Context: an optimization exercise on an open-source flow, tuned for small area, a short achievable clock period and few clock cycles per item. The choices shown serve that exercise and are no tape-out recipe. In this exercise RTL edits were held to simulation tests only and were not proved equivalent to the original.

### run.sh
#!/bin/bash
# synth_recipe.tcl (not shown) runs the flow's synth.tcl, then flattens the netlist and writes it again
# the make line also repeats each setting of config.mk as NAME=value (left out here)
make -C /OpenROAD-flow-scripts/flow DESIGN_CONFIG=/design/flow/config.mk WORK_HOME=/design/flow/orfs CLKGATE_MAP_FILE= SYNTH_SCRIPT=/design/flow/synth_recipe.tcl finish
### config.mk
export PLATFORM = sky130hd
export DESIGN_NAME = ats_sensor_scan
export DESIGN_NICKNAME = ats_sensor_scan
export VERILOG_FILES = /design/flow/design.v
export SDC_FILE = /design/flow/constraint.sdc
export NUM_CORES = 4
export LEC_CHECK = 0
export CAP_MARGIN = 20
export CORE_MARGIN = 2
export CORE_UTILIZATION = 40
export SLEW_MARGIN = 20
### constraint.sdc
create_clock -name core_clock -period 17.0 [get_ports {clk}]
set_input_delay 3.4000 -clock core_clock [delete_from_list [all_inputs] [get_ports {clk}]]
set_output_delay 3.4000 -clock core_clock [all_outputs]
set_load 0.01 [all_outputs]
### design.v
module ats_sensor_scan (
    input  wire        clk,
    input  wire        rst,           
    input  wire        start,         
    input  wire [15:0] now,           
    input  wire [7:0]  max_temp,      
    input  wire [7:0]  dis_temp,      
    output wire        ready,
    output reg  [7:0]  adc_en,        
    input  wire [15:0] adc_raw,       
    output reg         done,          
    output wire [63:0] readings,      
    output reg  [7:0]  max_reading,
    output reg         overheat
);
    localparam [15:0] DC_THRESHOLD = 16'd1000;    
    localparam [15:0] SC_THRESHOLD = 16'd64000;   
    localparam [15:0] DC_TIMEOUT   = 16'd100;
    localparam [15:0] SC_TIMEOUT   = 16'd100;
    localparam [15:0] OVH_DELAY    = 16'd100;     
    localparam [7:0] DISCONNECTED   = 8'h7F;      
    localparam [7:0] SHORT_CIRCUIT  = 8'h80;      
    localparam [7:0] OTHER_ERROR    = 8'h81;      
    localparam [7:0] LIMIT_DISABLED = 8'h80;
    localparam [7:0] SMALLEST_VALUE = 8'hD7;      
    localparam [7:0] HIGHEST_VALUE  = 8'h79;      
    localparam K = 17;                            
    function [15:0] lut_raw(input [4:0] j);
        case (j)
            5'd0:  lut_raw = 16'd63944;
            5'd1:  lut_raw = 16'd62417;
            5'd2:  lut_raw = 16'd59855;
            5'd3:  lut_raw = 16'd55932;
            5'd4:  lut_raw = 16'd50511;
            5'd5:  lut_raw = 16'd43816;
            5'd6:  lut_raw = 16'd36454;
            5'd7:  lut_raw = 16'd29202;
            5'd8:  lut_raw = 16'd22706;
            5'd9:  lut_raw = 16'd17306;
            5'd10: lut_raw = 16'd13049;
            5'd11: lut_raw = 16'd9807;
            5'd12: lut_raw = 16'd7387;
            5'd13: lut_raw = 16'd5596;
            5'd14: lut_raw = 16'd4273;
            5'd15: lut_raw = 16'd3293;
            default: lut_raw = 16'd2563;
        endcase
    endfunction
    function [7:0] lut_temp(input [4:0] j);
        case (j)
            5'd0:  lut_temp = -8'sd40;
            5'd1:  lut_temp = -8'sd30;
            5'd2:  lut_temp = -8'sd20;
            5'd3:  lut_temp = -8'sd10;
            5'd4:  lut_temp = 8'sd0;
            5'd5:  lut_temp = 8'sd10;
            5'd6:  lut_temp = 8'sd20;
            5'd7:  lut_temp = 8'sd30;
            5'd8:  lut_temp = 8'sd40;
            5'd9:  lut_temp = 8'sd50;
            5'd10: lut_temp = 8'sd60;
            5'd11: lut_temp = 8'sd70;
            5'd12: lut_temp = 8'sd80;
            5'd13: lut_temp = 8'sd90;
            5'd14: lut_temp = 8'sd100;
            5'd15: lut_temp = 8'sd110;
            default: lut_temp = 8'sd120;
        endcase
    endfunction
    localparam [2:0] S_IDLE   = 3'd0,
                     S_SAMPLE = 3'd1,
                     S_SETUP  = 3'd2,
                     S_DIV    = 3'd3,
                     S_WRITE  = 3'd4,
                     S_GUARD  = 3'd5,
                     S_DONE   = 3'd6;
    reg [2:0]  state;
    reg [2:0]  ch;
    reg [15:0] now_q;
    reg [7:0]  hi_q, lo_q;
    reg [15:0] raw_q;
    reg        dc_pend [0:7];
    reg        dc_lat  [0:7];
    reg [15:0] dc_since[0:7];
    reg        sc_pend [0:7];
    reg        sc_lat  [0:7];
    reg [15:0] sc_since[0:7];
    reg [7:0]  last_valid[0:7];
    reg [7:0]  rd[0:7];
    reg        ovh_pend;
    reg [15:0] ovh_since;
    reg [7:0]  base_temp;
    reg [23:0] dividend;
    reg [15:0] divisor;
    reg [16:0] rem;
    reg [23:0] quot;
    reg [4:0]  div_cnt;
    assign ready = (state == S_IDLE);
    genvar gi;
    generate
        for (gi = 0; gi < 8; gi = gi + 1) begin : g_rd
            assign readings[8*gi +: 8] = rd[gi];
        end
    endgenerate
    wire dc_cond = (adc_raw < DC_THRESHOLD);
    wire sc_cond = (adc_raw > SC_THRESHOLD);
    wire [15:0] dc_start = dc_pend[ch] ? dc_since[ch] : now_q;
    wire [15:0] sc_start = sc_pend[ch] ? sc_since[ch] : now_q;
    wire [15:0] dc_elapsed = now_q - dc_start;
    wire [15:0] sc_elapsed = now_q - sc_start;
    wire dc_lat_n  = dc_lat[ch] | (dc_cond & (dc_elapsed >= DC_TIMEOUT));
    wire dc_pend_n = ~dc_lat_n & dc_cond;
    wire sc_lat_n  = sc_lat[ch] | (sc_cond & (sc_elapsed >= SC_TIMEOUT));
    wire sc_pend_n = ~sc_lat_n & sc_cond;
    reg [4:0] seg;            
    integer   j;
    always @(*) begin
        seg = 5'd0;
        for (j = K - 1; j >= 1; j = j - 1)
            if (raw_q >= lut_raw(j[4:0]))
                seg = j[4:0];
    end
    reg signed [7:0] m;
    integer k;
    always @(*) begin
        m = rd[0];
        for (k = 1; k < 8; k = k + 1)
            if ($signed(rd[k]) > m)
                m = rd[k];
    end
    wire raise_req = (hi_q != LIMIT_DISABLED) && (m > $signed(hi_q));
    wire lower_req = (lo_q != LIMIT_DISABLED) && (m < $signed(lo_q));
    wire [15:0] ovh_start   = ovh_pend ? ovh_since : now_q;
    wire [15:0] ovh_elapsed = now_q - ovh_start;
    wire [15:0] seg_raw_off  = lut_raw(seg - 5'd1) - raw_q;
    wire [15:0] seg_raw_span = lut_raw(seg - 5'd1) - lut_raw(seg);
    wire [7:0]  seg_temp_inc = lut_temp(seg) - lut_temp(seg - 5'd1);
    wire [16:0] rem_shift = {rem[15:0], dividend[23]};
    integer i;
    always @(posedge clk) begin
        if (rst) begin
            state       <= S_IDLE;
            ch          <= 3'd0;
            now_q       <= 16'd0;
            hi_q        <= 8'd0;
            lo_q        <= 8'd0;
            raw_q       <= 16'd0;
            adc_en      <= 8'd0;
            done        <= 1'b0;
            max_reading <= 8'd0;
            overheat    <= 1'b0;
            ovh_pend    <= 1'b0;
            ovh_since   <= 16'd0;
            base_temp   <= 8'd0;
            dividend    <= 24'd0;
            divisor     <= 16'd0;
            rem         <= 17'd0;
            quot        <= 24'd0;
            div_cnt     <= 5'd0;
            for (i = 0; i < 8; i = i + 1) begin
                dc_pend[i]    <= 1'b0;
                dc_lat[i]     <= 1'b0;
                dc_since[i]   <= 16'd0;
                sc_pend[i]    <= 1'b0;
                sc_lat[i]     <= 1'b0;
                sc_since[i]   <= 16'd0;
                last_valid[i] <= OTHER_ERROR;
                rd[i]         <= 8'd0;
            end
        end else begin
            done <= 1'b0;
            case (state)
                S_IDLE: begin
                    if (start) begin
                        now_q  <= now;
                        hi_q   <= max_temp;
                        lo_q   <= dis_temp;
                        ch     <= 3'd0;
                        adc_en <= 8'd1;
                        state  <= S_SAMPLE;
                    end
                end
                S_SAMPLE: begin
                    raw_q        <= adc_raw;
                    adc_en       <= 8'd0;
                    dc_lat[ch]   <= dc_lat_n;
                    dc_pend[ch]  <= dc_pend_n;
                    dc_since[ch] <= dc_start;
                    sc_lat[ch]   <= sc_lat_n;
                    sc_pend[ch]  <= sc_pend_n;
                    sc_since[ch] <= sc_start;
                    if (dc_lat_n) begin
                        rd[ch] <= DISCONNECTED;
                        state  <= S_WRITE;
                    end else if (sc_lat_n) begin
                        rd[ch] <= SHORT_CIRCUIT;
                        state  <= S_WRITE;
                    end else if (dc_pend_n || sc_pend_n) begin
                        rd[ch] <= last_valid[ch];
                        state  <= S_WRITE;
                    end else begin
                        state  <= S_SETUP;
                    end
                end
                S_SETUP: begin
                    if (raw_q > lut_raw(5'd0)) begin
                        rd[ch]         <= SMALLEST_VALUE;
                        last_valid[ch] <= SMALLEST_VALUE;
                        state          <= S_WRITE;
                    end else if (seg == 5'd0) begin
                        rd[ch]         <= HIGHEST_VALUE;
                        last_valid[ch] <= HIGHEST_VALUE;
                        state          <= S_WRITE;
                    end else begin
                        base_temp <= lut_temp(seg - 5'd1);
                        dividend  <= seg_raw_off * seg_temp_inc;
                        divisor   <= seg_raw_span;
                        rem       <= 17'd0;
                        quot      <= 24'd0;
                        div_cnt   <= 5'd0;
                        state     <= S_DIV;
                    end
                end
                S_DIV: begin
                    if (rem_shift >= {1'b0, divisor}) begin
                        rem  <= rem_shift - {1'b0, divisor};
                        quot <= {quot[22:0], 1'b1};
                    end else begin
                        rem  <= rem_shift;
                        quot <= {quot[22:0], 1'b0};
                    end
                    dividend <= {dividend[22:0], 1'b0};
                    div_cnt  <= div_cnt + 5'd1;
                    if (div_cnt == 5'd23) begin
                        state <= S_WRITE;
                    end
                end
                S_WRITE: begin
                    if (div_cnt == 5'd24) begin
                        rd[ch]         <= base_temp + quot[7:0];
                        last_valid[ch] <= base_temp + quot[7:0];
                        div_cnt        <= 5'd0;
                    end
                    if (ch == 3'd7) begin
                        state <= S_GUARD;
                    end else begin
                        ch     <= ch + 3'd1;
                        adc_en <= 8'd1 << (ch + 3'd1);
                        state  <= S_SAMPLE;
                    end
                end
                S_GUARD: begin
                    max_reading <= m;
                    if (lower_req) begin
                        overheat <= 1'b0;
                        ovh_pend <= 1'b0;
                    end else if (raise_req) begin
                        if (overheat) begin
                            ovh_pend <= 1'b0;
                        end else if (ovh_elapsed >= OVH_DELAY) begin
                            overheat <= 1'b1;
                            ovh_pend <= 1'b0;
                        end else begin
                            ovh_pend  <= 1'b1;
                            ovh_since <= ovh_start;
                        end
                    end
                    done  <= 1'b1;
                    state <= S_DONE;
                end
                default: begin    
                    state <= S_IDLE;
                end
            endcase
        end
    end
endmodule
==> metrics.yaml <==
die_w_um: 307
tritoncts: "built"
worst_r2r_startpoint: "rd[0][6]"
path_clk_slew_ns: 0.06
setup_tns_ns: 0
hpwlAfterDp_mm: 72.3
insertion_delay_ns: 0.62
end_kind: "flop"
maxSlewViolCount: 0
port_buffers: 133
final_util_pct: 46.2
setup-violations-final: 0
grt.overflow.total: 0
netlist_instances: 3717
netlist_area_um2: 36700
fin_skew_ns: 0.0414
cts_buffers: 67
cts.sinks: 583
grt_start_max_net_pins: 89
dr.pass1.iters: 5
fp.dieH_um: 307
drt-initial-drc-count: 2431
cap_viol_max_count: 0
max_stage_delay_ns: 0.41
synth_top_cell_area_share_pct: 34.1
yosysSeqAreaShare_pct: 43.2
crit_type: "flop to flop"
core_area_um2: 91200
hold_path.class: "flop to flop"
synth.distinct_cells: 95
async_flop_share_pct: 0
grt_usage_pct: 21.9
finalHoldViolCount: 0
synth_ff_type: "edfxtp_1"
status: "complete, no violations"
io_pins: 134
crit_start: "rd[0][6]"
drt-total-wl_mm: 104
gp_congestion: 0.908
drive_above_1_share_pct: 10.6
syn-mean-instance-area_um2: 9.87
start_util_pct: 40.2
routed_via_density: 5.54
critPathSlowestCell: "edfxtp_1"
crit_fanout: 8
grt_pass1_vias: 27200
antenna_found_initial: 4
arrival_ns: 16.50
die-area_um2: 94100
hold_slack_ns: 0.454
final_nets: 4207
max_clock_freq_mhz: 62.4
vias: 28100
synth_top_area_cell: "edfxtp_1"
pre_cts_ws_ns: -0.243
wl_per_cell_um: 20.5
ys_ff_latch: 583
worst_slew_pin_slew_ns: 1.11
rrSetupSlack_ns: 0.99
start_kind: "flop"
cp_common_cell: "inv_1"
root_buffer: "clkbuf_16"
hold_start: "divisor[13]"
fin_ws_ns: 0.986
ys_top_cells_by_area: "edfxtp_1 (34%), dfxtp_1 (9.1%), ha_1 (8.2%)"
relSlewSlack_pct: 26.0
crit_required_ns: 17.49
fp-row-count: 111
cts_max_path_buffers: 3
ant_nets: 0
drc: 0
area_delta_synth_final_pct: 15.0
h-tree-depth: 3
syn-num-nets: 4086
yosysWarnings: 1
grt_pass1_wl_mm: 161
synth-edff-count: 416
post-route-period-util_pct: 94.2
fin_crit_ns: 16.01
## logic make-up (layout without fill, tap and decap cells)
logic type,after synthesis,count (layout),share of synthesized area (%)
AOI/OAI and AO/OA,681,681,12.0
xor gates and xnor gates,101,101,2.41
adders and majority gates,322,322,12.6
buffers and inverters,422,592,4.37
DFF,583,583,43.2
muxes,209,209,8.93
other,0,2,0
and+or+nand+nor,1399,1399,16.6
## state kept, by name (all words and copies together) (netlist names), 5 cells and up, named ones only
register,count
now_q,16
rem,16
base_temp,7
sc_pend,8
dc_lat,8
last_valid,64
sc_lat,8
hi_q,8
div_cnt,5
dc_pend,8
dividend,23
divisor,16
raw_q,16
quot,8
adc_en,8
lo_q,8
sc_since,128
dc_since,128
ovh_since,16
rd,64
max_reading,8
## final cells by class
class | count | area (µm²)
Antenna cell | 2 | 5.00
Inverter | 245 | 920
Fill cell | 8518 | 49100
Clock inverter | 37 | 409
Timing Repair Buffer | 229 | 2100
Sequential cell | 583 | 15800
Multi-Input combinational cell | 2712 | 19600
Tap cell | 1186 | 1480
Clock buffer | 81 | 1790
## timing repair
item	4_1_cts	5_1_grt
pin swaps	0	15
hold buffers	0	0
endpoints found under the setup margin	15	18
setup buffers	0	16
resized for setup	5	58
gates cloned	0	1
## Yosys cell counts (30+ instances only)
cell type / n
dfxtp_1: 167
nand3_1: 68
nor2b_1: 57
nor2_1: 675
mux2i_1: 92
nor3_1: 54
ha_1: 240
a211oi_1: 30
fa_1: 78
mux4_2: 89
a21o_1: 66
nand2_1: 361
edfxtp_1: 416
xnor2_1: 73
nand2b_1: 56
o21ai_0: 129
a21oi_1: 235
inv_1: 242
o211ai_1: 37
clkbuf_1: 158
## layout by cell type (no fill, tap or decap), types with 78 or more instances in the layout
cell type	n
nor2_1	673
edfxtp_1	416
nand2_1	350
inv_1	242
a21oi_1	235
ha_1	234
dfxtp_1	164
clkdlybuf4s50_1	132
o21ai_0	117
buf_4	91
mux4_2	89
mux2i_1	82
fa_1	78
## through the flow
stage | instance area (µm²) | cells
after floorplan | 36700 | 3717
after CTS | 41800 | 5056
after detailed placement | 39500 | 4938
final | 42200 | 5075
after global placement | 39500 | 4937
after global routing | 42200 | 5074
## metal layers
| layer | vias up | wire [µm] | GRT usage [%] | part of all wire, % |
|---|---|---|---|---|
| met5 | - | 13 | 0 | 0.012 |
| met4 | 2 | 1910 | 5.16 | 1.8 |
| met3 | 128 | 7060 | 3.27 | 6.8 |
| met2 | 881 | 47300 | 34.8 | 45 |
| met1 | 13800 | 47800 | 31.4 | 46 |
| li1 | 13400 | - | - | - |
## path summary, 6_finish.rpt
check	end	cells past startpoint
worst min register to register	divisor[13]	2
worst max register to register	ovh_since[4]	92
worst max-delay path	ovh_since[4]	92
worst min-delay path	divisor[13]	2
## critical path: cells and delay by family, from the launching register on
kind	cells	cell delay [ns]
AND/OR/NAND/NOR	30	4.11
flip-flops	1	0.41
multiplexers	9	2.57
AO/OA/AOI/OAI	30	4.54
buffers and inverters	14	1.75
adder cells (fa/ha/maj)	9	2.43
Testbench counts, summed over its fixed seeds: cycles 532,433, scans 3,200.

[separate check: timing with driven ports]
How much do the figures lean on ideal ports? The routed layout below was timed once more, with nothing changed but the port constraints.
Step 1 (the two cells are an assumption about what drives the block):
set clk [get_ports {clk}]
set_driving_cell -lib_cell sky130_fd_sc_hd__clkbuf_16 $clk
set_driving_cell -lib_cell sky130_fd_sc_hd__buf_2 [delete_from_list [all_inputs] $clk]
Step 2 also shifts input and output timing later by t, the mid clock arrival at the registers, as if the neighbouring blocks saw the same clock.
a / b / c = no drivers / after step 1 / after step 2; a / b = the first two.
t (ns): 0.675
slack for setup (ns): 0.986 / 0.986 / 0.986
hold slack, ns: 0.454 / 0.454 / 0.454
worst setup path at the end: register to register
worst slew at a driven data input, ns: 0.08
After both steps this run still meets setup and hold. The setup slack of this run moves by 0.000 ns with the drivers and by 0.000 ns with both steps.
